Background: an optimization exercise with open tools, aiming at small area, a short achievable clock period and few clock cycles. Do not read the settings as production practice. Function was checked by simulation only, so behaviour that the tests miss may differ from the original.

[design/flow/config.mk]
export PLATFORM = sky130hd
export DESIGN_NAME = gf2_isirr
export DESIGN_NICKNAME = gf2_isirr
export VERILOG_FILES = /design/flow/design.v
export SDC_FILE = /design/flow/constraint.sdc
export NUM_CORES = 8
export LEC_CHECK = 0
export CAP_MARGIN = 20
export CORE_MARGIN = 2
export CORE_UTILIZATION = 35
export PLACE_DENSITY = 0.5
export SLEW_MARGIN = 20
[design/flow/constraint.sdc]
create_clock -name core_clock -period 12.0 [get_ports {clk}]
set_input_delay 2.4000 -clock core_clock [delete_from_list [all_inputs] [get_ports {clk}]]
set_output_delay 2.4000 -clock core_clock [all_outputs]
set_load 0.01 [all_outputs]
[design/flow/design.v]
module gf2_isirr (
    input  wire        clk,
    input  wire        rst,
    input  wire        start,
    input  wire [63:0] f,
    input  wire [5:0]  n,
    output wire        busy,
    output reg         done,
    output reg         err,
    output reg         irr,
    output reg  [6:0]  missed
);
    localparam integer KD = 4;      
    localparam integer KL = 2;      
    localparam integer J  = 2;      
    localparam integer T  = 4;      
    localparam [3:0] S_IDLE  = 4'd0,
                     S_CHECK = 4'd1,
                     S_GCD0  = 4'd2,
                     S_LOOP  = 4'd5,
                     S_DIV   = 4'd6,
                     S_DEG   = 4'd7,
                     S_CNT   = 4'd8;
    reg [3:0]   st;
    reg         bsy;
    reg [63:0]  F;           
    reg [63:0]  A, B;        
    reg [127:0] W;           
    reg [7:0]   dl;          
    reg         g1r;         
    reg         gzr;         
    reg [5:0]   m;           
    reg [5:0]   kq;          
    reg [5:0]   cnt;         
    reg [5:0]   dd;          
    reg [2:0]   ds_r;        
    reg [5:0]   t;           
    reg [6:0]   r;           
    reg [KD-1:0] finv;       
    reg         p1, p2;      
    reg [1:0]   p3;          
    reg         wz;          
    assign busy = bsy;
    function [5:0] deg64;
        input [63:0] v;
        integer i;
        begin
            deg64 = 6'd0;
            for (i = 0; i < 64; i = i + 1)
                if (v[i]) deg64 = i[5:0];
        end
    endfunction
    wire [5:0] deg_f = deg64(F);
    localparam integer L  = J * T;
    localparam integer CO = J * T;
    localparam integer NC = 2 * CO + 1;
    reg [L-1:0] anl_n, bnl_n;
    reg [NC:0] lt;
    integer    li, lb;
    reg [8:0]  kv;
    reg        lres;
    always @* begin
        for (li = 0; li <= NC; li = li + 1) begin
            kv = li - CO;                   
            lres = 1'b0;
            for (lb = 0; lb < 8; lb = lb + 1) begin
                if ((lb == 7 ? ~kv[7] : kv[lb]) == 1'b1)
                    lres = (lb == 7 ? ~dl[7] : dl[lb]) ? lres : 1'b1;
                else
                    lres = (lb == 7 ? ~dl[7] : dl[lb]) ? 1'b0 : lres;
            end
            lt[li] = lres;
        end
    end
    reg [J-1:0]   cx, csw;        
    reg [J*T-1:0] cs;             
    reg           cneg, dneg;
    reg [NC-1:0]  ch, chn;
    reg [L-1:0]   na, nb, nbx;
    reg [T-1:0]   s1h;
    integer       cj, ci, ck;
    always @* begin
        na = ~anl_n; nb = ~bnl_n;
        cneg = 1'b0;
        ch = {NC{1'b0}}; ch[CO] = 1'b1;
        cx = {J{1'b0}}; csw = {J{1'b0}}; cs = {(J*T){1'b0}};
        for (cj = 0; cj < J; cj = cj + 1) begin
            dneg = 1'b0;
            for (ck = 0; ck < NC; ck = ck + 1)
                dneg = dneg | (ch[ck] & (cneg ? ~lt[ck + 1] : lt[2*CO - ck]));
            cx[cj]  = nb[0];
            csw[cj] = nb[0] & dneg;
            nbx = nb[0] ? (na ^ nb) : nb;
            if (csw[cj]) na = nb;
            s1h = {T{1'b0}};
            s1h[T-1] = 1'b1;
            for (ci = T - 1; ci >= 1; ci = ci - 1)
                if (nbx[ci]) begin s1h = {T{1'b0}}; s1h[ci-1] = 1'b1; end
            cs[cj*T +: T] = s1h;
            nb = {L{1'b0}};
            for (ci = 1; ci <= T; ci = ci + 1)
                nb = nb | ((nbx >> ci) & {L{s1h[ci-1]}});
            if (csw[cj]) begin
                cneg = ~cneg;
                for (ck = 0; ck < NC; ck = ck + 1)
                    chn[ck] = ch[NC - 1 - ck];
                ch = chn;
            end
            chn = {NC{1'b0}};
            for (ci = 1; ci <= T; ci = ci + 1)
                chn = chn | ((ch >> ci) & {NC{s1h[ci-1]}});
            ch = chn;
        end
    end
    reg [7:0] gd;
    reg [7:0] cand;
    integer   cb;
    always @* begin
        gd = 8'd0;
        for (cb = 0; cb < NC; cb = cb + 1) begin
            cand = dl + (cb - CO);
            gd = gd | (cand & {8{ch[cb] & ~cneg}});
            cand = (~dl) + (cb - CO + 1);
            gd = gd | (cand & {8{ch[cb] & cneg}});
        end
    end
    reg [63:0] ga, gb, gx;
    integer    gj, gk;
    always @* begin
        ga = A; gb = B;
        for (gj = 0; gj < J; gj = gj + 1) begin
            gx = gb ^ (ga & {64{(gj == 0) ? B[0] : cx[gj]}});
            if (csw[gj]) ga = gb;
            gb = 64'd0;
            for (gk = 1; gk <= T; gk = gk + 1)
                gb = gb | ((gx >> gk) & {64{cs[gj*T + gk - 1]}});
        end
    end
    reg [KD-1:0]   q;
    reg [KD+63:0]  qf;
    integer        mi, mj;
    always @* begin
        for (mi = 0; mi < KD; mi = mi + 1) begin
            q[mi] = 1'b0;
            for (mj = 0; mj <= mi; mj = mj + 1)
                q[mi] = q[mi] ^ (W[mj] & finv[mi - mj]);
        end
        qf = {(KD+64){1'b0}};
        for (mi = 0; mi < KD; mi = mi + 1)
            qf = qf ^ ({{KD{1'b0}}, F & {64{q[mi]}}} << mi);
    end
    wire [127:0] wx = W ^ {{(64-KD){1'b0}}, qf};
    wire [127:0] wm = {{KD{1'b0}}, wx[127:KD]};
    localparam [127:0] WMASK = {{32{2'b01}}, {64{1'b1}}};
    function [KD-1:0] inv_lo;
        input [KD-1:0] p;
        integer i, j;
        begin
            inv_lo = {KD{1'b0}};
            inv_lo[0] = 1'b1;
            for (i = 1; i < KD; i = i + 1)
                for (j = 1; j <= i; j = j + 1)
                    inv_lo[i] = inv_lo[i] ^ (p[j] & inv_lo[i - j]);
        end
    endfunction
    reg [127:0] sp;
    integer si;
    always @* begin
        sp = 128'd0;
        for (si = 0; si < 64; si = si + 1)
            sp[2*si] = W[si];
    end
    wire [6:0]  kq_of_m7 = ({1'b0, m} + KD - 1) >> KL;        
    wire [5:0]  kq_of_m  = kq_of_m7[5:0];
    wire [6:0]  kk       = {1'b0, kq} << KL;                  
    wire [5:0]  km1      = kk[5:0] - 6'd1;                    
    wire [63:0] onek     = 64'd1 << km1;                      
    wire [5:0]  m_n      = F[0] ? m : m - 6'd1;               
    wire [6:0]  kq_n7    = ({1'b0, m_n} + KD - 1) >> KL;
    wire [5:0]  kq_n     = kq_n7[5:0];
    wire [6:0]  kn7      = {1'b0, kq_n} << KL;
    wire [5:0]  kn1      = kn7[5:0] - 6'd1;                   
    wire [2:0]  ds_n     = kn7[6] ? 3'd6 : kn7[5] ? 3'd5 : kn7[4] ? 3'd4 :
                           kn7[3] ? 3'd3 : 3'd2;
    wire [6:0]  k2ds     = 7'd1 << ds_n;
    wire [5:0]  w0p      = kn7[5:0] - k2ds[5:0];              
    wire [5:0]  dd1      = dd + 6'd1;
    wire        more     = ({dd1, 1'b0} <= {1'b0, m});        
    wire [6:0]  rfin     = r + {6'd0, (m != 6'd0)};
    wire        cz       = (cnt == 6'd0);
    wire        g1       = g1r | (A == 64'd1) | (B == 64'd1);
    wire        gz       = gzr | (B == 64'd0);
    wire        gfin     = g1 | gz;
    wire chk_err  = (m == 6'd0) || (deg_f != m);
    wire [63:0] fder = (F & 64'hAAAAAAAAAAAAAAAA) >> 1;       
    reg  [2:0]  fs3;                                           
    integer     fi;                                            
    always @* begin
        fs3 = 3'd0;
        for (fi = 0; fi < 64; fi = fi + 1)
            fs3[fi % 3] = fs3[fi % 3] ^ F[fi];
    end
    wire chk_red  = (fder == 64'd0) || (!F[0] && !F[1]);
    reg  [6:0]  fold7;
    integer     oi;
    always @* begin
        fold7 = 7'd0;
        for (oi = 0; oi < 64; oi = oi + 1)
            fold7[oi % 7] = fold7[oi % 7] ^ F[oi];
    end
    function [3:0] modp;
        input [14:0] v;
        input [4:0]  p;
        input integer k;
        reg   [4:0]  xp;
        integer      i;
        begin
            modp = 4'd0;
            xp = 5'd1;
            for (i = 0; i < 15; i = i + 1) begin
                if (v[i]) modp = modp ^ xp[3:0];
                xp = xp << 1;
                if (xp[k]) xp = xp ^ p;
            end
        end
    endfunction
    wire fin_err = (st == S_CHECK) & chk_err;
    wire fin_red = ((st == S_CHECK) & ~chk_err & chk_red) |
                   ((st == S_GCD0) & ~g1 & gz);
    wire fin_cnt = ((st == S_GCD0) & g1 & (m < 6'd2)) |
                   ((st == S_LOOP) & g1 & ~more);
    wire fin     = fin_err | fin_red | fin_cnt;
    reg [3:0] st_nx;
    always @* begin
        st_nx = st;
        case (st)
            S_IDLE:  if (start) st_nx = S_CHECK;
            S_CHECK: st_nx = S_GCD0;
            S_GCD0:  if (g1) st_nx = S_LOOP;
            S_LOOP:  if (gfin && !g1 && cz) st_nx = S_DIV;
            S_DIV:   if (wz) st_nx = S_DEG;
            S_DEG:   st_nx = S_CNT;
            S_CNT:   if (t == dd) st_nx = S_LOOP;
            default: st_nx = S_IDLE;
        endcase
        if (fin) st_nx = S_IDLE;
    end
    always @(posedge clk) begin
        if (rst) begin
            st     <= S_IDLE;
            bsy    <= 1'b0;
            done   <= 1'b0;
            err    <= 1'b0;
            irr    <= 1'b0;
            missed <= 7'd0;
        end else begin
            st   <= st_nx;
            bsy  <= (st_nx != S_IDLE);
            done <= fin;
            if (fin) begin
                err    <= fin_err;
                irr    <= fin_cnt & (rfin == 7'd1);
                missed <= fin_cnt ? rfin : 7'd0;
            end
        end
    end
    wire s_idle = (st == S_IDLE);
    wire s_chk  = (st == S_CHECK);
    wire s_g0   = (st == S_GCD0);
    wire s_lp   = (st == S_LOOP);
    wire s_div  = (st == S_DIV);
    wire s_deg  = (st == S_DEG);
    wire s_cnt  = (st == S_CNT);
    wire fake   = (dd[5:2] == 4'd0) & (dd[1:0] != 2'd3);    
    wire cnst   = ~fake & (dd1 <= {3'd0, ds_r});
    wire syn    = s_lp & g1 & (fake | cnst | cz);
    wire dvs    = s_lp & gfin & ~g1 & cz;
    wire cend   = s_cnt & (t == dd);
    wire step   = s_g0 | (s_lp & ~syn & ~dvs);
    wire mstep  = ((s_g0 | s_lp) & ~cz) | s_div;
    wire sqr    = syn & ~fake & ~cnst;
    wire ab_ld  = s_chk | syn | s_cnt;
    wire [63:0] a_chk = F[0] ? F : fder;
    wire [63:0] b_chk = F[0] ? fder : F;
    wire [63:0] a_syn = (dd == 6'd0) ? (p1 ? 64'd3 : 64'd1) :
                        (dd == 6'd1) ? (p2 ? 64'd7 : 64'd1) :
                        (dd == 6'd2) ? (p3 == 2'd0 ? 64'd1 : p3 == 2'd1 ? 64'hb :
                                        p3 == 2'd2 ? 64'hd : 64'h7f) : F;
    wire [63:0] b_cst = (dd1[2:0] == 3'd3) ? 64'h81 :
                        (dd1[2:0] == 3'd4) ? 64'h8001 :
                        (dd1[2:0] == 3'd5) ? 64'h80000001 : 64'h8000000000000001;
    wire [63:0] b_syn = fake ? 64'd0 : cnst ? b_cst : (W[63:0] ^ onek);
    wire [7:0]  e_cst = (dd1[2:0] == 3'd3) ? 8'd7 : (dd1[2:0] == 3'd4) ? 8'd15 :
                        (dd1[2:0] == 3'd5) ? 8'd31 : 8'd63;    
    reg  [63:0] b_div;
    always @* begin
        b_div = B;
        if (cnt[5:4] == 2'b00) b_div[{cnt[3:0], 2'b00} +: KD] = q;
    end
    wire [63:0] a_nx = s_chk ? a_chk : syn ? a_syn : dvs ? W[63:0] :
                       step ? ga : A;
    wire [63:0] b_nx = s_chk ? b_chk : syn ? b_syn : step ? gb :
                       s_div ? b_div : B;
    wire [127:0] w_nx = s_chk ? (128'd1 << {w0p, 1'b0}) : sqr ? sp :
                        dvs ? {64'd0, F} : cend ? {64'd0, A} :
                        mstep ? (wm & WMASK) : W;
    wire [5:0] cnt_nx = s_chk ? kq_n : sqr ? kq : dvs ? 6'd0 :
                        cend ? (kq - kq_of_m) :
                        mstep ? (s_div ? cnt + 6'd1 : cnt - 6'd1) : cnt;
    wire [7:0] dl_nx  = s_chk ? (F[0] ? 8'hFF : 8'd1) :
                        syn ? ((cnst ? e_cst : ({1'b0, kk} - 8'd1)) - {2'b0, m}) :
                        step ? gd : dl;
    always @(posedge clk) begin
        A     <= a_nx;
        B     <= b_nx;
        anl_n <= ~a_nx[L-1:0];
        bnl_n <= ~b_nx[L-1:0];
        W     <= w_nx;
        cnt   <= cnt_nx;
        dl    <= dl_nx;
        if (cend)       g1r <= 1'b1;
        else if (ab_ld) g1r <= 1'b0;
        else            g1r <= g1;
        if (ab_ld)      gzr <= 1'b0;
        else            gzr <= gz;
        if (s_idle) begin
            F  <= f;
        end else if (s_chk) begin
            if (!F[0]) F <= F >> 1;
        end else if (dvs) begin
            F <= A;
        end else if (s_div & wz) begin
            F <= B;
        end
        if (s_chk)      finv <= inv_lo(F[0] ? F[KD-1:0] : F[KD:1]);
        else if (dvs)   finv <= inv_lo(A[KD-1:0]);
        else if (s_deg) finv <= inv_lo(F[KD-1:0]);
        if (s_idle)     m <= n;
        else if (s_chk) m <= m_n;
        else if (s_deg) m <= deg_f;
        if (s_deg)      t <= m - deg_f;
        else if (s_cnt) t <= t - dd;
        if (s_chk)      r <= F[0] ? 7'd0 : 7'd1;
        else if (s_cnt) r <= r + 7'd1;
        if (s_chk)      kq <= kq_n;
        else if (cend)  kq <= kq_of_m;
        if (s_chk)      dd <= 6'd0;
        else if (syn)   dd <= dd1;
        if (s_chk)      ds_r <= ds_n;
        if (dvs)        wz <= 1'b0;
        else if (s_div) wz <= (W[63:0] == 64'd0);
        if (s_chk) begin
            p1 <= ~(^F);
            p2 <= (fs3[0] == fs3[1]) && (fs3[1] == fs3[2]);
            p3 <= {modp(fold7, 5'b01101, 3) == 4'd0, modp(fold7, 5'b01011, 3) == 4'd0};
        end
    end
endmodule
[design/flow/flow/run.sh]
#!/bin/bash
set -euo pipefail
bash standard.sh finish SETUP_SLACK_MARGIN=7.5 > standard.log 2>&1
[design/flow/standard.sh]
#!/bin/bash
# synth_recipe.tcl (not shown) runs the flow's synth.tcl, then flattens the netlist and writes it again
# the make line also repeats each setting of config.mk as NAME=value (left out here)
make -C /OpenROAD-flow-scripts/flow DESIGN_CONFIG=/design/flow/config.mk WORK_HOME=/design/flow/orfs CLKGATE_MAP_FILE= SYNTH_SCRIPT=/design/flow/synth_recipe.tcl "${@:-finish}"
==> results of run 1 <==
## state kept, by name, indices dropped and copies added (netlist names), 7 cells and up
signal and flops:
W 96, A 64, B 64, F 64, bnl_n 8, dl 8, anl_n 7, missed 7
r 7
## worst reg2reg max path, cell delays in order, from the launching register on
cell and delay, ns:
edfxtp_1 0.49, nor4_1 0.69, nand4_1 0.35, nor4_4 0.21, buf_4 0.21, mux2_2 0.20, nand4_1 0.30, buf_4 0.47
a31oi_4 0.27, buf_4 0.82
## cells by family (layout without fill, tap and decap cells)
group / Yosys count / after routing / synth area share [%]
compound gates: 1367 / 1367 / 24.8
fa+ha+maj: 94 / 94 / 3.28
xor+xnor: 583 / 583 / 13.9
buf+inv: 504 / 447 / 5.17
other cells: 0 / 5 / 0
flops: 375 / 375 / 29.1
simple gates: 1671 / 1676 / 19.5
mux: 151 / 151 / 4.25
## final timing paths
path                                      start              end  cells after the start
worst max-delay path            B[27]$_DFFE_PP_  F[46]$_DFFE_PP_                      9
worst min-delay path            wz$_SDFFE_PP0P_  wz$_SDFFE_PP0P_                      2
worst max register to register  B[27]$_DFFE_PP_  F[46]$_DFFE_PP_                      9
worst min register to register  wz$_SDFFE_PP0P_  wz$_SDFFE_PP0P_                      2
## layout make-up
class | count | share of cell area (%)
inverter | 81 | 0.750
clock buffer | 67 | 3.37
multi-input combinational | 3871 | 59.5
antenna | 5 | 0.0297
sequential | 375 | 25.4
tap | 1380 | 4.09
clock inverter | 29 | 0.658
timing repair buffer | 270 | 6.20
## repair_timing
action                     CTS  global route
pin swaps                   12            13
setup buffers               24            37
gates cloned                 5             6
setup endpoints to repair  596           253
resized for setup           99            69
## cells in the final DEF, fill, tap and decap left out, types with 25 or more instances in the layout
| cell type | instances |
|---|---|
| nand2_1 | 879 |
| xnor2_1 | 414 |
| a21oi_1 | 342 |
| nor2_1 | 335 |
| edfxtp_1 | 321 |
| o21ai_0 | 260 |
| xor2_1 | 158 |
| buf_4 | 150 |
| o22ai_1 | 121 |
| nand3_1 | 119 |
| mux2i_1 | 118 |
| ha_1 | 85 |
| clkdlybuf4s50_1 | 83 |
| a22oi_1 | 79 |
| a221o_1 | 78 |
| nor3_1 | 74 |
| inv_1 | 72 |
| a221oi_1 | 69 |
| clkbuf_16 | 57 |
| nor4_1 | 56 |
| o211ai_1 | 55 |
| a222oi_1 | 54 |
| dfxtp_1 | 50 |
| a211oi_1 | 48 |
| a22o_1 | 36 |
| a31oi_1 | 33 |
| mux2_2 | 32 |
| nand4_1 | 25 |
## metal layers
layer	vias to the layer above	wire length (um)	track usage (%)
met2	2989	86200	54.1
met5	-	27	0
met3	708	25800	10.6
met1	19516	76100	45.1
li1	17159	-	-
met4	4	14000	19.9
## stage by stage
step / cell area [sq um] / std cells / worst slack [ns]
after detailed placement: 39000 / 5905 / 6.08
after floorplan: 36800 / 4745 / 7.16
final: 42200 / 6078 / 7.47
after CTS: 41500 / 6030 / 7.42
after global placement: 39000 / 5905 / 5.90
after global routing: 42200 / 6074 / 7.40
==> results.txt, run 1 <==
- The detailed placer's ending HPWL is 133000 um.
- The number of violations of the max-capacitance limit is 0.
- The worst stage delay on the critical path is 0.82 ns.
- The total overflow left after global routing is 0.
- The final weighted congestion in routability-driven placement is 1.02.
- The post-synthesis instance area is 36800 sq um.
- Counting flops and latches in the post-synthesis netlist gives 375.
- The final period demand of the worst path is 4.53 ns.
- The floorplan has 118 rows.
- Data arrives at the worst endpoint at 4.79 ns.
- The fraction of registers with async set/reset is 0%.
- The root buffer cell chosen for the clock tree is clkbuf_16.
- The number of nets with antenna violations after detailed routing is 0.
- In the routed design, unresolved DRC markers number 0.
- The initial antenna violation count was 6.
- The synthesized design spends more area on one cell type than any other, namely edfxtp_1.
- Setup repair after global routing could not meet its margin everywhere.
- The number of port buffers is 83.
- For this run, the number of Yosys warnings is 1.
- TritonCTS built the clock tree.
- The maximum buffer depth of the clock tree is 3.
- Summing all multi-input logic gate instances after layout gives 25100 sq um.
- The overall die height is 328 um.
- The run finished with no timing, DRC or antenna violations.
- The effective utilization at floorplan is 35.4%.
- The worst-path maximum fanout is 67.
- After layout, the worst path uses 37.8% of the clock period.
- The sequential-to-total area share from yosys stat is 29.1%.
- Between clock sinks in the finished design, the worst skew comes to 0.0530 ns.
- The number of endpoints with negative hold slack in the final report is 0.
- The cell type group with the largest total delay on the critical path is simple AND/OR/NAND/NOR gates.
- The final worst hold slack is 0.461 ns.
- The average detailed-routed wire length per instance is 33.2 um.
- The start-to-end type of the worst setup path is flip-flop to flip-flop.
- The number of detailed-routing iterations run before antenna repair is 9.
- The remaining max-slew budget at the tightest pin is 16.1%.
- After clock tree synthesis, the clock-pin slew on the worst setup and hold paths is 0.07 ns.
- The area of the core is 104000 sq um.
- Counting every sink on the clock net gives 375.
- The number of slew-limit violations in the final report is 0.
- The final layout net count is 4818.
- The buffering stage count on the worst path with inverters included is 3.
- Synthesis handed over a netlist of 4745 instances.
- The total number of vias is 40376.
- The top cell type by area accounts for 26.2% of the synthesized area.
- In the final layout, the share of cells above drive strength 1 is 9.50%.
- From synthesis to final layout, the design area changed by 14.6%.
- The worst setup path is captured at a flip-flop.
- After detailed routing, the number of vias per cell comes to 6.64.
- The area of the die is 108000 sq um.
- Yosys attributes the largest share of cell area to edfxtp_1, xnor2_1, nand2_1.
- During I/O placement, the number of pins put on the boundary was 84.
- The initial detailed-routing violation count is 6092.
- The core occupancy in the finished layout is 40.6%.
- The slowest cell on the critical path is buf_4.
- Setup slack on the worst reg-to-reg path comes out at 7.47 ns.
- The maximum frequency from static timing analysis is 221 MHz.
- Ranked by instance count, the synthesized netlist is headed by nand2_1, xnor2_1, clkbuf_1, a21oi_1, nor2_1.
- The layout has 10721 filler cells.
- The die is 328 um wide.
- nand2_1 is the most common cell in the netlist.
- The first global-routing pass estimated 281000 um of wire.
- The top flip-flop cell by instance count after synthesis is edfxtp_1.
- Entering global routing, the biggest net connects 124 pins.
- The signal on the critical path passes through nor4_1 > nand4_1 > nor4_4 > buf_4 > mux2_2 > nand4_1 > buf_4 > a31oi_4 > buf_4.
- The type of element launching the critical path is a flip-flop.
- The number of nets handed over by synthesis was 4912.
- The overall fraction of global-route tracks in use is 35.6%.
- The number of buffers added by the clock tree synthesis step is 52.
- The area taken by flip-flops and latches is 10700 sq um.
- For the pin with the worst max-slew slack, the measured transition is 1.24 ns.
- The cell occurring most often along the worst timing path is buf_4.
- The worst min-delay path class is flip-flop to flip-flop.
- Setup total negative slack on the finished layout was measured at 0 ns.
- After clock tree synthesis, the flow added hold-fix buffers numbering 0.
- The final-report setup violation count is 0.
- The mean instance size in the synthesized netlist is 7.76 sq um.
- In this run the number of H-tree levels came out at 2.
- The routed wire length is 202000 um.
- The required time reported for the critical path endpoint is 12.26 ns.
- The insertion delay to the later sink of the worst-skew pair is 0.66 ns.
- The netlist uses 85 different library cells.
- The synthesized design contains 321 enable-type register cells.
- The number of global-route vias before repair is 37145.
Testbench counts, summed over its fixed seeds: cycles 48,603.
==> run 2, diff against run 1 <==
--- a/design/flow/design.v
+++ b/design/flow/design.v
@@ -240,7 +240,7 @@
             S_LOOP:  if (gfin && !g1 && cz) st_nx = S_DIV;
             S_DIV:   if (wz) st_nx = S_DEG;
             S_DEG:   st_nx = S_CNT;
-            S_CNT:   if (t == dd) st_nx = S_LOOP;
+            S_CNT:   if ((t == dd) || (dd == 6'd3)) st_nx = S_LOOP;
             default: st_nx = S_IDLE;
         endcase
         if (fin) st_nx = S_IDLE;
@@ -271,21 +271,40 @@
     wire s_div  = (st == S_DIV);
     wire s_deg  = (st == S_DEG);
     wire s_cnt  = (st == S_CNT);
-    wire fake   = (dd[5:2] == 4'd0) & (dd[1:0] != 2'd3);    
+    wire fake   = (dd == 6'd0);                              
     wire cnst   = ~fake & (dd1 <= {3'd0, ds_r});
     wire syn    = s_lp & g1 & (fake | cnst | cz);
     wire dvs    = s_lp & gfin & ~g1 & cz;
-    wire cend   = s_cnt & (t == dd);
+    wire cend   = s_cnt & ((t == dd) | (dd == 6'd3));
     wire step   = s_g0 | (s_lp & ~syn & ~dvs);
     wire mstep  = ((s_g0 | s_lp) & ~cz) | s_div;
     wire sqr    = syn & ~fake & ~cnst;
     wire ab_ld  = s_chk | syn | s_cnt;
     wire [63:0] a_chk = F[0] ? F : fder;
     wire [63:0] b_chk = F[0] ? fder : F;
-    wire [63:0] a_syn = (dd == 6'd0) ? (p1 ? 64'd3 : 64'd1) :
-                        (dd == 6'd1) ? (p2 ? 64'd7 : 64'd1) :
-                        (dd == 6'd2) ? (p3 == 2'd0 ? 64'd1 : p3 == 2'd1 ? 64'hb :
-                                        p3 == 2'd2 ? 64'hd : 64'h7f) : F;
+    reg  [63:0] gfk;             
+    always @* begin
+        case ({p1, p2, p3})
+            4'b0000: gfk = 64'h1;
+            4'b0001: gfk = 64'hb;
+            4'b0010: gfk = 64'hd;
+            4'b0011: gfk = 64'h7f;
+            4'b0100: gfk = 64'h7;
+            4'b0101: gfk = 64'h31;
+            4'b0110: gfk = 64'h23;
+            4'b0111: gfk = 64'h17d;
+            4'b1000: gfk = 64'h3;
+            4'b1001: gfk = 64'h1d;
+            4'b1010: gfk = 64'h17;
+            4'b1011: gfk = 64'h81;
+            4'b1100: gfk = 64'h9;
+            4'b1101: gfk = 64'h53;
+            4'b1110: gfk = 64'h65;
+            default: gfk = 64'h387;
+        endcase
+    end
+    wire [2:0]  nfk   = {2'd0, p1} + {2'd0, p2} + {2'd0, p3[0]} + {2'd0, p3[1]};
+    wire [63:0] a_syn = fake ? gfk : F;
     wire [63:0] b_cst = (dd1[2:0] == 3'd3) ? 64'h81 :
                         (dd1[2:0] == 3'd4) ? 64'h8001 :
                         (dd1[2:0] == 3'd5) ? 64'h80000001 : 64'h8000000000000001;
@@ -341,11 +360,11 @@
         if (s_deg)      t <= m - deg_f;
         else if (s_cnt) t <= t - dd;
         if (s_chk)      r <= F[0] ? 7'd0 : 7'd1;
-        else if (s_cnt) r <= r + 7'd1;
+        else if (s_cnt) r <= r + ((dd == 6'd3) ? {4'd0, nfk} : 7'd1);
         if (s_chk)      kq <= kq_n;
         else if (cend)  kq <= kq_of_m;
         if (s_chk)      dd <= 6'd0;
-        else if (syn)   dd <= dd1;
+        else if (syn)   dd <= fake ? 6'd3 : dd1;
         if (s_chk)      ds_r <= ds_n;
         if (dvs)        wz <= 1'b0;
         else if (s_div) wz <= (W[63:0] == 64'd0);
--- a/design/flow/config.mk
+++ b/design/flow/config.mk
@@ -7,6 +7,6 @@
 export LEC_CHECK = 0
 export CAP_MARGIN = 20
 export CORE_MARGIN = 2
-export CORE_UTILIZATION = 35
-export PLACE_DENSITY = 0.5
+export CORE_UTILIZATION = 40
+export PLACE_DENSITY = 0.55
 export SLEW_MARGIN = 20
==> results.txt, run 2 <==
- The portion of the clock cycle consumed by the worst path in the final layout is 38.4% (+0.58 points).
- The effective utilization at floorplan is 40.5% (+5.1 points).
- The critical path is of the flip-flop to flip-flop type.
- Ranked by instance count, the synthesized netlist is headed by nand2_1, xnor2_1, nor2_1, clkbuf_1, edfxtp_1.
- In this run the critical register-to-register path is captured at W[64]$_DFFE_PP_.
- The per-cell via count in the routed design is 6.92 (+4.2%).
- The largest net degree at the start of global routing is 121 (-2.4%).
- The synthesis-to-layout area growth is 14.1%.
- The number of port buffers is 83 (unchanged).
- The number of flip-flops in the largest register is 96 (unchanged).
- The clock-pin slew reported for the worst setup and hold paths after clock tree synthesis is 0.06 ns (about the same).
- The reg-to-reg startpoint is B[41]$_DFFE_PP_.
- The insertion delay to the later sink of the worst-skew pair is 0.68 ns (+0.02 ns).
- In the post-synthesis netlist, the biggest area contributors are edfxtp_1, xnor2_1, nand2_1.
- The total number of vias is 41176 (+2.0%).
- The post-synthesis instance area is 37300 sq um (+1.2%).
- The number of non-filler instances in the completed layout is 5947 (-2.2%).
- The mean instance size in the synthesized netlist is 7.86 sq um (+1.3%).
- The path with the worst hold slack has its endpoint at missed[0]$_SDFFE_PP0N_.
- The sequential-to-total area share from yosys stat is 29.3% (+0.13 points).
- The required time reported for the critical path endpoint is 12.33 ns (+0.07 ns).
- The register with the most flip-flops is W.
- The initial antenna violation count is 18 (+12).
- The number of library cell types mapped by synthesis is 89 (+4.7%).
- The fraction of registers with async set/reset was 0% (unchanged).
- The number of violations of the max-capacitance limit was 0 (unchanged).
- The number of endpoints with negative hold slack in the final report came to 0 (unchanged).
- The kind of capture point of the worst setup path is a flip-flop.
- The horizontal die dimension is 309 um (-5.8%).
- The residual DRC count was 0 (unchanged).
- The arrival time of data at the critical path endpoint is 4.93 ns (+0.14 ns).
- The number of levels in the clock H-tree is 2 (unchanged).
- The worst min-delay path class is flip-flop to flip-flop.
- The maximum buffer depth of the clock tree came to 3 (unchanged).
- The post-layout worst setup margin is 7.40 ns (-0.0690 ns).
- The wire length of the first global-routing pass is 285000 um (+1.5%).
- The final layout net count is 4830 (+0.25%).
- The CTS tree is built.
- The number of global-route vias before repair was 36991 (-0.41%).
- The net count after synthesis was 4918 (+0.12%).
- The I/O pin count is 84 (unchanged).
- nand2_1 is the most common cell in the netlist.
- STA classifies the critical path startpoint as a flip-flop.
- The maximum frequency from static timing analysis is 217 MHz (-1.5%).
- The number of fillers in the final layout came to 9192 (-14%).
- The remaining max-slew budget at the tightest pin is 10.0% (-6.1 points).
- The number of cells produced by synthesis was 4740 (-0.11%).
- The average detailed-routed wire length per instance was 34.6 um (+4.1%).
- In this run the most critical hold path is launched from missed[0]$_SDFFE_PP0N_.
- In the layout the commonest cells are nand2_1, xnor2_1, nor2_1.
- The overall die height is 309 um (-5.8%).
- The final setup skew is 0.0555 ns (+0.00250 ns).
- The cell chosen for the clock root is clkbuf_16.
- The slew at the pin closest to its max-slew limit came to 1.34 ns (+0.0929 ns).
- The flow ran to the end and the layout has no timing, DRC or antenna violations.
- The number of buffers added by the clock tree synthesis step was 50 (-3.8%).
- The area of the core was 91900 sq um (-12%).
- The routed wire length came to 206000 um (+1.8%).
- The number of enable-type register cells in the synthesized netlist came to 321 (unchanged).
- The area of the die came to 95600 sq um (-11%).
- The global route total overflow is 0 (unchanged).
- The number of slew-limit violations in the final report is 0 (unchanged).
- The worst-path maximum fanout is 52 (-22%).
- The number of nets with antenna violations after detailed routing came to 0 (unchanged).
- The overall fraction of global-route tracks in use is 41.3% (+5.6 points).
- The clock sink count was 384 (+2.4%).
- The number of detailed-routing iterations run before antenna repair is 12 (+3).
- The final period demand of the worst path was 4.60 ns (+0.0690 ns).
- The initial detailed-routing violation count was 7637 (+25%).
- The final weighted congestion in routability-driven placement is 1.01 (-0.33%).
- The total negative setup slack is 0 ns (unchanged).
- The worst setup slack after placement is 5.69 ns (-0.389 ns).
- The largest total area in the synthesized netlist belongs to edfxtp_1.
- The detailed placer's ending HPWL is 132000 um (-1.5%).
- The most used flip-flop cell after synthesis is edfxtp_1.
- Leaving out fill and tap cells, the most frequent cell in the layout is nand2_1.
- The area share of the largest cell type after synthesis is 25.9% (-0.31 points).
- The final-report setup violation count is 0 (unchanged).
- The post-synthesis register bit count was 384 (+2.4%).
- The count of yosys warnings during synthesis is 1 (unchanged).
- Setup repair after global routing could not meet its margin everywhere.
- The hold-critical path depth is 2 (unchanged).
- The site row count came to 111 (-5.9%).
- The layout cell share with drive strength beyond 1 is 9.14% (-0.36 points).
- The number of placed instances, taps included came to 5765 (-2.4%).
- The depth of the most critical reg-to-reg path came to 12 (+3).
## run 2: cell count changes in the layout (fill, tap and decap cells not counted), moves of 18 or more
cell	delta
a211oi_1	+18
a21oi_1	-78
a222oi_1	-49
a22oi_1	+41
mux2_2	-27
mux2i_1	+45
nand2_1	+18
o211ai_1	+51
o22ai_1	-63
## run 2: cells by family after synthesis
kind of cell | share of synthesized area, %
AND/OR/NAND/NOR | 19.4
AO/OA/AOI/OAI | 24.1
buffers and inverters | 5.15
multiplexers | 4.71
XOR/XNOR | 13.7
adder cells (fa/ha/maj) | 3.65
flip-flops | 29.3
## run 2: area by class of cell
class | instances | area (sq um) | share of cell area, %
multi-input cells | 3861 | 25500 | 59.9
clock buffers | 75 | 1460 | 3.43
diodes | 12 | 30.0 | 0.0707
repair buffers | 261 | 2570 | 6.06
flip-flops and latches | 384 | 10900 | 25.7
inverters | 94 | 362 | 0.851
well taps | 1243 | 1560 | 3.66
clock inverters | 17 | 155 | 0.365
## run 2: worst max-delay path by stage
stage          cells after the start  slack (ns)                      to                from
2_1_floorplan                     14        6.64         A[10]$_DFFE_PP_  dd[0]$_SDFFE_PP0P_
3_3_place_gp                      10        5.64     W[53]$_SDFFCE_PP0P_     B[53]$_DFFE_PP_
3_5_place_dp                      21        5.69        st[0]$_SDFF_PP0_      F[2]$_DFFE_PP_
4_1_cts                           12        7.50        W[104]$_DFFE_PP_      B[8]$_DFFE_PP_
5_1_grt                           19        7.35  missed[1]$_SDFFE_PP0N_     F[21]$_DFFE_PP_
6_report                          12        7.40         W[64]$_DFFE_PP_     B[41]$_DFFE_PP_
## run 2: layer usage
layer | vias to the layer above | wire length [um] | global-route usage, %
met5 | - | 188 | 1.31
met4 | 16 | 18700 | 30.1
met3 | 888 | 29300 | 12.7
met2 | 3577 | 82100 | 57.8
met1 | 19605 | 75500 | 53.2
li1 | 17090 | - | -
## run 2: stage by stage
| stage | util, % | hold WS (ns) | instance area, sq um |
|---|---|---|---|
| floorplan | - | 0.445 | 37300 |
| global placement | 42.6 | 0.445 | 39200 |
| detailed placement | 42.6 | 0.450 | 39200 |
| CTS | 45.4 | 0.458 | 41700 |
| global route | 46.2 | 0.495 | 42500 |
| finish | 46.2 | 0.461 | 42500 |
## run 2: what timing repair did
action / in CTS / in global routing
hold buffers: 0 / 0
cloned: 8 / 4
buffers inserted: 35 / 31
pin swaps: 14 / 36
resized for setup: 122 / 82
endpoints found under the setup margin: 544 / 329
## run 2: critical path, cell delays in order (launching register included)
cell       delay, ns
edfxtp_1        0.50
nor4_2          0.42
nand4_1         0.43
nor4_4          0.53
a21o_1          0.26
nand2_1         0.14
nor3_4          0.39
bufbuf_16       0.50
o22ai_1         0.15
nand4_1         0.17
buf_12          0.17
or2_4           0.18
buf_12          0.28
Testbench counts of run 2, summed over its fixed seeds: cycles 47,865.
==> run 3, diff against run 2 <==
--- a/design/flow/config.mk
+++ b/design/flow/config.mk
@@ -8,5 +8,6 @@
 export CAP_MARGIN = 20
 export CORE_MARGIN = 2
 export CORE_UTILIZATION = 40
+export CTS_BUF_LIST = sky130_fd_sc_hd__clkbuf_8
 export PLACE_DENSITY = 0.55
 export SLEW_MARGIN = 20
==> results.txt, run 3 <==
- The wire length of the first global-routing pass was 285000 um (about the same).
- The number of enable-type register cells in the synthesized netlist came to 321 (unchanged).
- The clock-pin slew reported for the worst setup and hold paths after clock tree synthesis is 0.06 ns (about the same).
- The initial antenna violation count is 22 (+4).
- The number of global-route vias before repair came to 37440 (+1.2%).
- The number of nets with antenna violations after detailed routing came to 0 (unchanged).
- The per-cell via count in the routed design is 6.89 (-0.52%).
- The worst setup slack after placement came to 5.69 ns (unchanged).
- The path with the worst hold slack has its endpoint at missed[0]$_SDFFE_PP0N_.
- Ranked by flip-flop count, first place goes to W.
- The post-layout worst setup margin is 7.32 ns (-0.0723 ns).
- The clock sink count is 384 (unchanged).
- The number of slew-limit violations in the final report came to 0 (unchanged).
- The maximum buffer depth of the clock tree came to 3 (unchanged).
- The mean instance size in the synthesized netlist came to 7.86 sq um (unchanged).
- The cell chosen for the clock root is clkbuf_8.
- The post-synthesis register bit count is 384 (unchanged).
- The number of fillers in the final layout is 9243 (+0.55%).
- The fraction of registers with async set/reset is 0% (unchanged).
- The detailed placer's ending HPWL is 132000 um (unchanged).
- The final setup skew is 0.0643 ns (+0.00880 ns).
- The worst-path maximum fanout is 120 (+130%).
- The type of element launching the critical path is a flip-flop.
- The total number of vias is 41377 (+0.49%).
- The area share of the largest cell type after synthesis is 25.9% (unchanged).
- The area of the core is 91900 sq um (unchanged).
- The site row count came to 111 (unchanged).
- The flow ran to the end and the layout has no timing, DRC or antenna violations.
- The most common cell after layout, fill and taps aside is nand2_1.
- The final layout net count is 4869 (+0.81%).
- The insertion delay to the later sink of the worst-skew pair is 0.78 ns (+0.10 ns).
- The final weighted congestion in routability-driven placement came to 1.01 (unchanged).
- Setup repair after global routing could not meet its margin everywhere.
- The remaining max-slew budget at the tightest pin was 16.3% (+6.3 points).
- The synthesized design spends more area on one cell type than any other, namely edfxtp_1.
- The slowest cell on the critical path is nor4_1.
- The count of hold buffers inserted by post-cts repair is 0 (unchanged).
- The routed wire length came to 205000 um (-0.34%).
- The residual DRC count came to 0 (unchanged).
- The initial detailed-routing violation count is 7258 (-5.0%).
- The overall fraction of global-route tracks in use is 41.4% (+0.087 points).
- The hold-critical path depth is 2 (unchanged).
- Walking the worst path, the cells encountered are nor4_1 > nand4_1 > nor4_2 > a211oi_1 > buf_4 > nand4_1 > buf_6 > buf_16 > o211ai_1 > o21ai_0 > o21ai_0.
- The total negative setup slack is 0 ns (unchanged).
- In this run the critical register-to-register path is launched from A[57]$_DFFE_PP_.
- The number of levels in the clock H-tree is 3 (+1).
- In the post-synthesis netlist, the cell with the most instances is nand2_1.
- The worst hold path begins at missed[0]$_SDFFE_PP0N_.
- The maximum frequency from static timing analysis was 214 MHz (-1.5%).
- The number of endpoints with negative hold slack in the final report is 0 (unchanged).
- The horizontal die dimension is 309 um (unchanged).
- In the post-synthesis netlist, the biggest area contributors are edfxtp_1, xnor2_1, nand2_1.
- The overall die height is 309 um (unchanged).
- The depth of the most critical reg-to-reg path came to 11 (-1).
- The worst setup path is of the flip-flop to flip-flop kind.
- The number of buffers added by the clock tree synthesis step was 81 (+62%).
- The buffering stage count on the worst path with inverters included is 3 (unchanged).
- The final period demand of the worst path is 4.68 ns (+0.0723 ns).
- The post-synthesis instance area is 37300 sq um (unchanged).
- The count of yosys warnings during synthesis was 1 (unchanged).
- The sequential-to-total area share from yosys stat was 29.3% (unchanged).
- The effective utilization at floorplan was 40.5% (unchanged).
- The required time reported for the critical path endpoint is 12.46 ns (+0.13 ns).
- The number of detailed-routing iterations run before antenna repair was 9 (-3).
- The number of port buffers is 83 (unchanged).
- The portion of the clock cycle consumed by the worst path in the final layout was 39.0% (+0.60 points).
- The CTS tree is built.
- The average detailed-routed wire length per instance is 34.1 um (-1.3%).
- The number of library cell types mapped by synthesis is 89 (unchanged).
- The area of the die is 95600 sq um (unchanged).
- The cell family contributing the most delay on the critical path is simple AND/OR/NAND/NOR gates.
- The largest net degree at the start of global routing is 121 (unchanged).
- The number of violations of the max-capacitance limit is 0 (unchanged).
- The layout cell share with drive strength beyond 1 is 9.93% (+0.79 points).
- The number of flip-flops in the largest register was 96 (unchanged).
- The arrival time of data at the critical path endpoint is 5.14 ns (+0.21 ns).
- Sorting the synthesized cells by how often they occur yields nand2_1, xnor2_1, nor2_1, clkbuf_1, edfxtp_1.
- The worst stage delay on the critical path was 0.70 ns (+0.17 ns).
- The kind of capture point of the worst setup path is a flip-flop.
- In the layout the commonest cells are nand2_1, xnor2_1, nor2_1.
- The number of cells produced by synthesis is 4740 (unchanged).
- The top flip-flop cell by instance count after synthesis is edfxtp_1.
- The net count after synthesis is 4918 (unchanged).
- The slew at the pin closest to its max-slew limit was 1.24 ns (-0.0935 ns).
- The final-report setup violation count is 0 (unchanged).
- The synthesis-to-layout area growth was 14.1% (about the same).
- The I/O pin count is 84 (unchanged).
- The reg-to-reg endpoint is W[52]$_DFFE_PP_.
- The worst min-delay path class is flip-flop to flip-flop.
- The global route total overflow is 0 (unchanged).
run 3: worst max-delay path by stage:
stage | from | end | slack, ns | cells past startpoint
floorplan | dd[0]$_SDFFE_PP0P_ | A[10]$_DFFE_PP_ | 6.64 | 14
global placement | B[53]$_DFFE_PP_ | W[53]$_SDFFCE_PP0P_ | 5.64 | 10
detailed placement | F[2]$_DFFE_PP_ | st[0]$_SDFF_PP0_ | 5.69 | 21
CTS | bnl_n[0]$_DFF_P_ | dl[7]$_DFFE_PP_ | 7.50 | 15
global route | bnl_n[0]$_DFF_P_ | dl[7]$_DFFE_PP_ | 7.39 | 16
finish | A[57]$_DFFE_PP_ | W[52]$_DFFE_PP_ | 7.32 | 11
run 3: routing by layer:
layer | global-route usage [%] | vias to the layer above | share of wire, %
met5 | 0.455 | - | 0.061
met4 | 31.0 | 14 | 9.2
met3 | 13.8 | 924 | 15
met2 | 57.7 | 3611 | 40
met1 | 52.7 | 19647 | 36
li1 | - | 17181 | -
run 3: cells by family (layout without fill, tap and decap cells):
kind of cell             Yosys count  after routing  synth area share [%]
buffers and inverters            502            507                  5.15
AND/OR/NAND/NOR                 1685           1691                  19.4
flip-flops                       384            384                  29.3
AO/OA/AOI/OAI                   1311           1311                  24.1
adder cells (fa/ha/maj)          105            105                  3.65
XOR/XNOR                         582            583                  13.7
multiplexers                     171            171                  4.71
other                              0             12                     0
run 3: cell type report:
| cell class | count | area [sq um] | area share [%] |
|---|---|---|---|
| Inverter | 94 | 363 | 0.853 |
| Clock buffer | 84 | 1160 | 2.72 |
| Sequential cell | 384 | 10900 | 25.7 |
| Tap cell | 1243 | 1560 | 3.66 |
| Multi-Input combinational cell | 3861 | 25500 | 60.0 |
| Clock inverter | 60 | 417 | 0.980 |
| Timing Repair Buffer | 269 | 2580 | 6.06 |
| Antenna cell | 12 | 30.0 | 0.0706 |
run 3: through the flow:
stage	util [%]	hold slack [ns]	cells	cell area, sq um
3_3_place_gp	42.6	0.445	5765	39200
3_5_place_dp	42.6	0.450	5765	39200
2_1_floorplan	-	0.445	4740	37300
4_1_cts	45.4	0.458	5955	41800
5_1_grt	46.2	0.498	6002	42500
6_report	46.2	0.454	6007	42500
run 3: timing repair:
item,CTS,global route
pin swaps,25,32
setup endpoints to repair,546,345
gates resized for setup,136,76
gates cloned,9,1
setup buffers,37,39
run 3: worst register-to-register path, cell delays in order (launching register included):
cell and delay [ns]:
edfxtp_1 0.46, nor4_1 0.70, nand4_1 0.30, nor4_2 0.50
a211oi_1 0.10, buf_4 0.19, nand4_1 0.11, buf_6 0.44
buf_16 0.51, o211ai_1 0.43, o21ai_0 0.46, o21ai_0 0.17

separate check: timing with driven ports:
In the flow no input, the clock included, has a driving cell. The finished layouts below were timed again as built, in two steps.
Step 1 (the two cells are an assumption about what drives the block):
set clk [get_ports {clk}]
set_driving_cell -lib_cell sky130_fd_sc_hd__clkbuf_16 $clk
set_driving_cell -lib_cell sky130_fd_sc_hd__buf_2 [delete_from_list [all_inputs] $clk]
Step 2 also shifts input and output timing later by t, the mid clock arrival at the registers, as if the neighbouring blocks saw the same clock.
a / b / c = ideal / step 1 / step 2; a / b = the first two.
run | shift t [ns] | setup WS [ns] | worst hold slack (ns) | latest minus earliest clock arrival (ns)
run 1 | 0.705 | 7.465 / 7.465 / 7.465 | 0.461 / 0.461 / 0.461 | 0.053 / 0.053
run 2 | 0.738 | 7.396 / 7.396 / 7.396 | 0.461 / 0.461 / 0.461 | 0.056 / 0.056
run 3 | 0.819 | 7.324 / 7.324 / 7.324 | 0.454 / 0.454 / 0.454 | 0.064 / 0.064
After both steps every run listed still meets setup and hold.
